What follows belongs to an exercise in optimizing a design on an open flow for small area, a short achievable clock period and few clock cycles per item; a production flow would make more cautious choices.
Only simulation tests tie the RTL to the original design; equivalence was not proved.

==> inputs of branch ember <==
// sha256_engine
module sha256_engine (
    input  wire         clk,
    input  wire         rst,         
    input  wire         start,       
    input  wire [15:0]  msg_len,     
    input  wire         in_valid,
    output reg          in_ready,
    input  wire [31:0]  in_data,
    output reg          busy,
    output reg          done,
    output wire [255:0] digest
);
    reg [31:0] R [0:15];         
    reg [31:0] a, b, c, d, e, f, g, h;
    reg [31:0] HA0, HA1, HA2, HA3, HE0, HE1, HE2, HE3;
    reg        first;            
    reg        running;          
    reg        grp;              
    reg [6:0]  rv;               
    reg [3:0]  pos;              
    reg [4:0]  nrx;              
    reg        lastf;            
    reg [13:0] wfull;            
    reg        tailw;            
    reg        p80;              
    reg [15:0] len;
    assign digest = {HA0, HA1, HA2, HA3, HE0, HE1, HE2, HE3};
    reg [31:0] k_nx;
    always @(*) begin
        case (rv[5:0])
            6'd0: k_nx = 32'h71374491; 6'd1: k_nx = 32'hb5c0fbcf;
            6'd2: k_nx = 32'he9b5dba5; 6'd3: k_nx = 32'h3956c25b;
            6'd4: k_nx = 32'h59f111f1; 6'd5: k_nx = 32'h923f82a4;
  ...
==> flow/config.mk <==
export PLATFORM = sky130hd
export DESIGN_NAME = sha256_engine
export DESIGN_NICKNAME = sha256_engine
export VERILOG_FILES = /design/flow/design.v
export SDC_FILE = /design/flow/constraint.sdc
export NUM_CORES = 4
export LEC_CHECK = 0
export CAP_MARGIN = 20
export CORE_MARGIN = 2
export CORE_UTILIZATION = 40
export CTS_CLUSTER_DIAMETER = 100
export CTS_CLUSTER_SIZE = 25
export PLACE_DENSITY = 0.6
export SETUP_SLACK_MARGIN = 5
export SLEW_MARGIN = 20
==> flow/constraint.sdc <==
create_clock -name core_clock -period 10.0 [get_ports {clk}]
set_input_delay 2.0000 -clock core_clock [delete_from_list [all_inputs] [get_ports {clk}]]
set_output_delay 2.0000 -clock core_clock [all_outputs]
set_load 0.01 [all_outputs]
standard.sh (not shown) runs the stock make flow with config.mk's settings and CLKGATE_MAP_FILE= SYNTH_SCRIPT=/design/flow/synth_recipe.tcl, a recipe that flattens the netlist after the stock synthesis.
==> flow/flow/run.sh <==
#!/bin/bash
# The standard layout (standard.sh) with two changes: Yosys's synth runs
# without its internal pre-mapping ABC pass (-noabc), so the full adders are
# extracted from the plain gate netlist without polarity inverters; and the
# ports get the smallest buffer. Registers are unchanged. Per-step tool logs
# are in orfs/logs; make's output is in make.log here.
set -euo pipefail
bash standard.sh SYNTH_ARGS=-noabc "BUFFER_PORTS_ARGS=-buffer_cell sky130_fd_sc_hd__buf_1" finish > make.log 2>&1
==> inputs of branch delta, as changes to branch ember <==
--- a/flow/design.v
+++ b/flow/design.v
@@ -18,12 +18,12 @@
     reg        grp;              
     reg [6:0]  rv;               
     reg [3:0]  pos;              
     reg [4:0]  nrx;              
     reg        lastf;            
-    reg [13:0] wfull;            
-    reg        tailw;            
+    reg [14:0] wleft;            
+    reg [1:0]  lrem;             
     reg        p80;              
     reg [15:0] len;
     assign digest = {HA0, HA1, HA2, HA3, HE0, HE1, HE2, HE3};
     reg [31:0] k_nx;
     always @(*) begin
@@ -82,32 +82,10 @@
         csa_s = x ^ y ^ z;
     endfunction
     function [31:0] csa_c(input [31:0] x, input [31:0] y, input [31:0] z);
         csa_c = ((x & y) | (x & z) | (y & z)) << 1;
     endfunction
-    function [31:0] padd(input [31:0] x, input [31:0] y);
-        reg [31:0] g, p, gg, pp, gn, pn;
-        integer l, j;
-        begin
-            g = x & y; p = x ^ y; gg = g; pp = p;
-            for (l = 0; l < 5; l = l + 1) begin
-                gn = gg; pn = pp;
-                for (j = 0; j < 32; j = j + 1)
-                    if (1 == 0 ? (j >= (1 << l)) : (((j >> l) & 1) == 1)) begin
-                        if (1 == 0) begin
-                            gn[j] = gg[j] | (pp[j] & gg[j - (1 << l)]);
-                            pn[j] = pp[j] & pp[j - (1 << l)];
-                        end else begin
-                            gn[j] = gg[j] | (pp[j] & gg[((j >> l) << l) - 1]);
-                            pn[j] = pp[j] & pp[((j >> l) << l) - 1];
-                        end
-                    end
-                gg = gn; pp = pn;
-            end
-            padd = p ^ {gg[30:0], 1'b0};
-        end
-    endfunction
     wire [31:0] s1  = bsig1(e);
     wire [31:0] s0  = bsig0(a);
     wire [31:0] ch  = (e & f) | (~e & g);
     wire [31:0] maj = (a & b) | (a & c) | (b & c);
     wire [31:0] wt  = R[15];
@@ -134,23 +112,22 @@
     wire [3:0] pos_nx  = ffin ? 4'd0 : pos + 4'd1;
     wire [4:0] nrx_eff = ffin ? 5'd0 : nrx;
     wire fill_ok   = busy && !(running && !rv[6] && (rv[5:4] != 2'b00 || rv[3:0] == 4'd15))
                      && !(ffin && last_blk);
     wire want_new  = fill_ok && !nrx_eff[4] && (pos_nx == nrx_eff[3:0]);
-    wire full_word = (wfull != 14'd0);
-    wire msg_word  = full_word || tailw;
+    wire msg_word  = (wleft != 15'd0);
     wire wr        = want_new && (!msg_word || in_valid);
     reg [31:0] pad_word;
     integer    i;
     always @(*) begin
-        if (full_word)
+        if (wleft > 15'd1)
             pad_word = in_data;
-        else if (tailw) begin
+        else if (wleft == 15'd1) begin
             for (i = 0; i < 4; i = i + 1) begin
-                if (i < len[1:0])
+                if (lrem == 2'd0 || i < lrem)
                     pad_word[31 - 8*i -: 8] = in_data[31 - 8*i -: 8];
-                else if (i == len[1:0])
+                else if (i == lrem)
                     pad_word[31 - 8*i -: 8] = 8'h80;
                 else
                     pad_word[31 - 8*i -: 8] = 8'h00;
             end
         end else
@@ -173,15 +150,15 @@
             default: begin iva = 32'h6a09e667; ive = 32'h510e527f; end
         endcase
     end
     wire [31:0] tapa = first ? iva : HA3;
     wire [31:0] tape = first ? ive : HE3;
-    wire [31:0] suma = padd(tapa, running ? a : 32'd0);
-    wire [31:0] sume = padd(tape, running ? e : 32'd0);
+    wire [31:0] suma = tapa + (running ? a : 32'd0);
+    wire [31:0] sume = tape + (running ? e : 32'd0);
     wire [4:0] nrx_nx     = nrx_eff + {4'd0, wr};
     wire       running_nx = running ? (rv[6] ? (!last_blk && wr) :
-                                       (rv[5:4] == 2'b00 && rv[3:0] != 4'd15) ? (!want_new || wr) : 1'b1)
+                                       (rv[5:0] < 6'd15) ? ({1'b0, rv[3:0]} + 5'd1 < nrx_nx) : 1'b1)
                                     : (busy && grp && pos == 4'd15 && nrx_nx != 5'd0);
     wire       stop_nx   = ffin && last_blk;
     wire       n_busy    = !rst && (start_acc || (busy && !stop_nx));
     wire       n_first   = rst || start_acc || (ffin ? last_blk : first);
     wire       n_running = !rst && running_nx;
@@ -189,14 +166,14 @@
     wire [3:0] n_pos     = (rst || (!start_acc && !(busy && !stop_nx))) ? 4'd12 :
                            start_acc ? 4'd13 : pos_nx;
     wire [4:0] n_nrx     = (rst || start_acc) ? 5'd0 : nrx_nx;
     wire       n_grp     = !rst && (start_acc || (busy && !stop_nx && !running_nx &&
                            (pos_nx == 4'd12 || (grp && pos_nx[3:2] == 2'b11))));
-    wire       n_lastf   = start_acc ? (msg_len[15:6] == 10'd0 && msg_len[5:3] != 3'b111) :
-                           ffin ? (wfull[13:4] == 10'd0 && wfull[3:1] != 3'b111) : lastf;
+    wire       n_lastf   = start_acc ? (msg_len < 16'd56) :
+                           ffin ? ((wleft < 15'd14) || (wleft == 15'd14 && lrem != 2'd0)) : lastf;
     wire       n_msgword = start_acc ? (msg_len != 16'd0) :
-                           (wr && msg_word) ? (full_word && (wfull != 14'd1 || tailw)) : msg_word;
+                           (wr && msg_word) ? (wleft != 15'd1) : msg_word;
     wire       n_ffin    = n_running && n_rv[6];
     wire       n_fill_ok = n_busy && !(n_running && !n_rv[6] && (n_rv[5:4] != 2'b00 || n_rv[3:0] == 4'd15))
                            && !(n_ffin && n_lastf);
     wire [3:0] n_pos_nx  = n_ffin ? 4'd0 : n_pos + 4'd1;
     wire [4:0] n_nrx_eff = n_ffin ? 5'd0 : n_nrx;
@@ -218,19 +195,17 @@
             HE0 <= sume; HE1 <= HE0; HE2 <= HE1; HE3 <= HE2;
         end
         lastf <= n_lastf;
         if (start_acc) begin
             len   <= msg_len;
+            lrem  <= msg_len[1:0];
             p80   <= (msg_len[1:0] == 2'd0);
-            wfull <= msg_len[15:2];
-            tailw <= (msg_len[1:0] != 2'd0);
+            wleft <= {1'b0, msg_len[15:2]} + {14'd0, (msg_len[1:0] != 2'd0)};
         end else begin
             if (wr) begin
-                if (full_word)
-                    wfull <= wfull - 14'd1;
-                else if (tailw)
-                    tailw <= 1'b0;
+                if (msg_word)
+                    wleft <= wleft - 15'd1;
                 else
                     p80 <= 1'b0;
             end
         end
         busy     <= n_busy;
==> flow/flow/run.sh (replaced) <==
#!/bin/bash
# Standard layout, with a tighter setup target for timing repair and the
# smallest buffer on the ports. Each tool's output goes to the ORFS logs
# under orfs/logs; make's own output goes to make.log here.
set -euo pipefail
bash standard.sh SETUP_SLACK_MARGIN=6 "BUFFER_PORTS_ARGS=-buffer_cell sky130_fd_sc_hd__buf_1" finish > make.log 2>&1
Settings changed: CTS_CLUSTER_DIAMETER 100 to not set, CTS_CLUSTER_SIZE 25 to not set, SETUP_SLACK_MARGIN 5 to not set.
==> inputs of branch juniper, as changes to branch ember <==
--- a/flow/design.v
+++ b/flow/design.v
@@ -18,10 +18,11 @@
     reg        grp;              
     reg [6:0]  rv;               
     reg [3:0]  pos;              
     reg [4:0]  nrx;              
     reg        lastf;            
+    reg [1:0]  kq;               
     reg [13:0] wfull;            
     reg        tailw;            
     reg        p80;              
     reg [15:0] len;
     assign digest = {HA0, HA1, HA2, HA3, HE0, HE1, HE2, HE3};
@@ -113,16 +114,16 @@
     wire [31:0] wt  = R[15];
     wire [31:0] p0s = csa_s(h, k_t, wt),  p0c = csa_c(h, k_t, wt);
     wire [31:0] e1s = csa_s(d, ch, s1),     e1c = csa_c(d, ch, s1);
     wire [31:0] e2s = csa_s(p0s, p0c, e1s), e2c = csa_c(p0s, p0c, e1s);
     wire [31:0] e3s = csa_s(e2s, e2c, e1c), e3c = csa_c(e2s, e2c, e1c);
-    wire [31:0] e_new = e3s + e3c;
+    wire [31:0] e_new = padd(e3s, e3c);
     wire [31:0] q1s = csa_s(s1, s0, ch),    q1c = csa_c(s1, s0, ch);
     wire [31:0] a1s = csa_s(p0s, p0c, maj), a1c = csa_c(p0s, p0c, maj);
     wire [31:0] a2s = csa_s(a1s, a1c, q1s), a2c = csa_c(a1s, a1c, q1s);
     wire [31:0] a3s = csa_s(a2s, a2c, q1c), a3c = csa_c(a2s, a2c, q1c);
-    wire [31:0] a_new = a3s + a3c;
+    wire [31:0] a_new = padd(a3s, a3c);
     wire [31:0] w1s = csa_s(R[0], R[9], ssig0(R[1]));
     wire [31:0] w1c = csa_c(R[0], R[9], ssig0(R[1]));
     wire [31:0] w2s = csa_s(w1s, w1c, ssig1(R[14]));
     wire [31:0] w2c = csa_c(w1s, w1c, ssig1(R[14]));
     wire [31:0] w_next = w2s + w2c;
@@ -160,12 +161,12 @@
         else if (last_blk && nrx_eff == 5'd15)
             pad_word = {13'd0, len, 3'b000};
     end
     wire       rot   = (running && rv[6:2] == 5'b01111 && rv[1:0] != 2'b00) || ffin
                        || (busy && !running && grp) || start_acc;
-    wire [1:0] kidx  = pos[1:0] - {1'b0, running};
-    wire       load  = rot && (kidx == 2'd3);
+    wire [1:0] kidx  = kq;
+    wire       load  = ffin || (busy && !running && grp && pos[1:0] == 2'b11);
     reg  [31:0] iva, ive;
     always @(*) begin
         case (kidx)
             2'd0: begin iva = 32'ha54ff53a; ive = 32'h5be0cd19; end
             2'd1: begin iva = 32'h3c6ef372; ive = 32'h1f83d9ab; end
@@ -199,10 +200,11 @@
     wire       n_fill_ok = n_busy && !(n_running && !n_rv[6] && (n_rv[5:4] != 2'b00 || n_rv[3:0] == 4'd15))
                            && !(n_ffin && n_lastf);
     wire [3:0] n_pos_nx  = n_ffin ? 4'd0 : n_pos + 4'd1;
     wire [4:0] n_nrx_eff = n_ffin ? 5'd0 : n_nrx;
     wire       n_want    = n_fill_ok && !n_nrx_eff[4] && (n_pos_nx == n_nrx_eff[3:0]);
+    wire [1:0] n_kidx    = n_pos[1:0] - {1'b0, n_running};
     always @(posedge clk) begin
         for (i = 0; i < 15; i = i + 1)
             R[i] <= R[i + 1];
         R[15] <= wr ? pad_word : (sched ? w_next : R[0]);
         k_t   <= (running && !rv[6]) ? k_nx : 32'h428a2f98;
@@ -240,7 +242,8 @@
         grp      <= n_grp;
         rv       <= n_rv;
         pos      <= n_pos;
         nrx      <= n_nrx;
         in_ready <= n_want && n_msgword;
+        kq       <= n_kidx;
     end
 endmodule
Settings changed: TNS_END_PERCENT set to 0.
==> inputs of branch pepper, as changes to branch ember <==
--- a/flow/design.v
+++ b/flow/design.v
@@ -18,10 +18,11 @@
     reg        grp;              
     reg [6:0]  rv;               
     reg [3:0]  pos;              
     reg [4:0]  nrx;              
     reg        lastf;            
+    reg [1:0]  kq;               
     reg [13:0] wfull;            
     reg        tailw;            
     reg        p80;              
     reg [15:0] len;
     assign digest = {HA0, HA1, HA2, HA3, HE0, HE1, HE2, HE3};
@@ -113,16 +114,16 @@
     wire [31:0] wt  = R[15];
     wire [31:0] p0s = csa_s(h, k_t, wt),  p0c = csa_c(h, k_t, wt);
     wire [31:0] e1s = csa_s(d, ch, s1),     e1c = csa_c(d, ch, s1);
     wire [31:0] e2s = csa_s(p0s, p0c, e1s), e2c = csa_c(p0s, p0c, e1s);
     wire [31:0] e3s = csa_s(e2s, e2c, e1c), e3c = csa_c(e2s, e2c, e1c);
-    wire [31:0] e_new = e3s + e3c;
+    wire [31:0] e_new = padd(e3s, e3c);
     wire [31:0] q1s = csa_s(s1, s0, ch),    q1c = csa_c(s1, s0, ch);
     wire [31:0] a1s = csa_s(p0s, p0c, maj), a1c = csa_c(p0s, p0c, maj);
     wire [31:0] a2s = csa_s(a1s, a1c, q1s), a2c = csa_c(a1s, a1c, q1s);
     wire [31:0] a3s = csa_s(a2s, a2c, q1c), a3c = csa_c(a2s, a2c, q1c);
-    wire [31:0] a_new = a3s + a3c;
+    wire [31:0] a_new = padd(a3s, a3c);
     wire [31:0] w1s = csa_s(R[0], R[9], ssig0(R[1]));
     wire [31:0] w1c = csa_c(R[0], R[9], ssig0(R[1]));
     wire [31:0] w2s = csa_s(w1s, w1c, ssig1(R[14]));
     wire [31:0] w2c = csa_c(w1s, w1c, ssig1(R[14]));
     wire [31:0] w_next = w2s + w2c;
@@ -160,12 +161,12 @@
         else if (last_blk && nrx_eff == 5'd15)
             pad_word = {13'd0, len, 3'b000};
     end
     wire       rot   = (running && rv[6:2] == 5'b01111 && rv[1:0] != 2'b00) || ffin
                        || (busy && !running && grp) || start_acc;
-    wire [1:0] kidx  = pos[1:0] - {1'b0, running};
-    wire       load  = rot && (kidx == 2'd3);
+    wire [1:0] kidx  = kq;
+    wire       load  = ffin || (busy && !running && grp && pos[1:0] == 2'b11);
     reg  [31:0] iva, ive;
     always @(*) begin
         case (kidx)
             2'd0: begin iva = 32'ha54ff53a; ive = 32'h5be0cd19; end
             2'd1: begin iva = 32'h3c6ef372; ive = 32'h1f83d9ab; end
@@ -199,10 +200,11 @@
     wire       n_fill_ok = n_busy && !(n_running && !n_rv[6] && (n_rv[5:4] != 2'b00 || n_rv[3:0] == 4'd15))
                            && !(n_ffin && n_lastf);
     wire [3:0] n_pos_nx  = n_ffin ? 4'd0 : n_pos + 4'd1;
     wire [4:0] n_nrx_eff = n_ffin ? 5'd0 : n_nrx;
     wire       n_want    = n_fill_ok && !n_nrx_eff[4] && (n_pos_nx == n_nrx_eff[3:0]);
+    wire [1:0] n_kidx    = n_pos[1:0] - {1'b0, n_running};
     always @(posedge clk) begin
         for (i = 0; i < 15; i = i + 1)
             R[i] <= R[i + 1];
         R[15] <= wr ? pad_word : (sched ? w_next : R[0]);
         k_t   <= (running && !rv[6]) ? k_nx : 32'h428a2f98;
@@ -240,7 +242,8 @@
         grp      <= n_grp;
         rv       <= n_rv;
         pos      <= n_pos;
         nrx      <= n_nrx;
         in_ready <= n_want && n_msgword;
+        kq       <= n_kidx;
     end
 endmodule
Settings changed: CORE_UTILIZATION 40 to 55, PLACE_DENSITY 0.6 to 0.7, TNS_END_PERCENT set to 0.
==> summary of the runs <==
Synthesized area: branch delta is higher than branch pepper (about 6%).
Synthesized cell count: branch pepper is lower than branch delta (about 21%).
Die area: branch juniper is lower than branch delta (5.5%).
The lowest clock-buffer cell count belongs to branch juniper, the highest to branch delta.
The lowest setup slack belongs to branch ember, the highest to branch juniper.
Non-clock buffer count: branch delta > branch ember > branch juniper > branch pepper.
Maximum frequency: branch juniper > branch delta > branch pepper > branch ember.
==> figures <==
quantity	branch juniper	branch ember	branch pepper	branch delta
Post-CTS setup buffer count	14	22	14	124
Run status	timing/DRC/antenna clean	timing/DRC/antenna clean	timing/DRC/antenna clean	timing/DRC/antenna clean
Most common cell after layout, fill and taps aside	dfxtp_1	nand2_1	dfxtp_1	nand2_1
CP max stage delay	0.58 ns	0.63 ns	0.58 ns	0.56 ns
Sum of met2 wire segment lengths after detailed routing	68.3 mm	73.6 mm	63.9 mm	81.2 mm
Layout fillers	11,489	11,720	7,261	11,693
Die Height	356 µm	358 µm	304 µm	366 µm
End of the worst register-to-register path	a[31]	a[29]	a[17]	e[31]
Cell class with the largest area share	flip-flops and latches	flip-flops and latches	flip-flops and latches	multi-input combinational cells
Total number of sequential cells	1,113	1,111	1,113	1,111
Critical path buffers and inverters	0	0	0	3
Multi-input gates	2,568	3,093	2,568	3,242
Sequential area share after synthesis	50.8%	50.2%	50.8%	47.9%
Multi-input logic portion of the cell area	43.5%	44.1%	44.0%	43.1%
Overall routed net length	150 mm	167 mm	143 mm	185 mm
Worst setup path startpoint	e[4]	k_t[3]	a[2]	e[14]
Testbench counts of branch ember, summed over its fixed seeds: cycles 216,073, items 960.
Testbench counts of branch delta, summed over its fixed seeds: cycles 216,073, items 960.
Testbench counts of branch juniper, summed over its fixed seeds: cycles 216,073, items 960.
Testbench counts of branch pepper, summed over its fixed seeds: cycles 216,073, items 960.

static timing again, ports no longer ideal:
Ports are ideal in the flow. The routed layouts listed here were re-timed in OpenROAD. Step 1, drivers: a clkbuf_16 drives clk and a buf_2 each remaining input, both assumed. Step 2 adds t to the input delays and takes it off the output delays; t is the mean of the earliest and latest rising clock arrival at the registers after step 1. Input paths then give back, and output paths get back, about the clock's delay inside the block. Slacks: no drivers / after step 1 / after step 2; pairs: no drivers / after step 1.
run | shift t [ns] | setup WS [ns] | clock arrival spread, ns
branch ember | 0.760 | 4.950 / 4.950 / 4.816 | 0.064 / 0.064
branch delta | 0.830 | 5.059 / 5.059 / 5.059 | 0.094 / 0.094
branch juniper | 0.767 | 5.070 / 5.070 / 4.623 | 0.052 / 0.052
branch pepper | 0.758 | 4.965 / 4.965 / 4.965 | 0.057 / 0.057
After both steps every run listed still meets setup and hold. For branch juniper, which loses most, drivers alone change the setup slack by 0.000 ns; drivers and shift together by -0.447 ns.
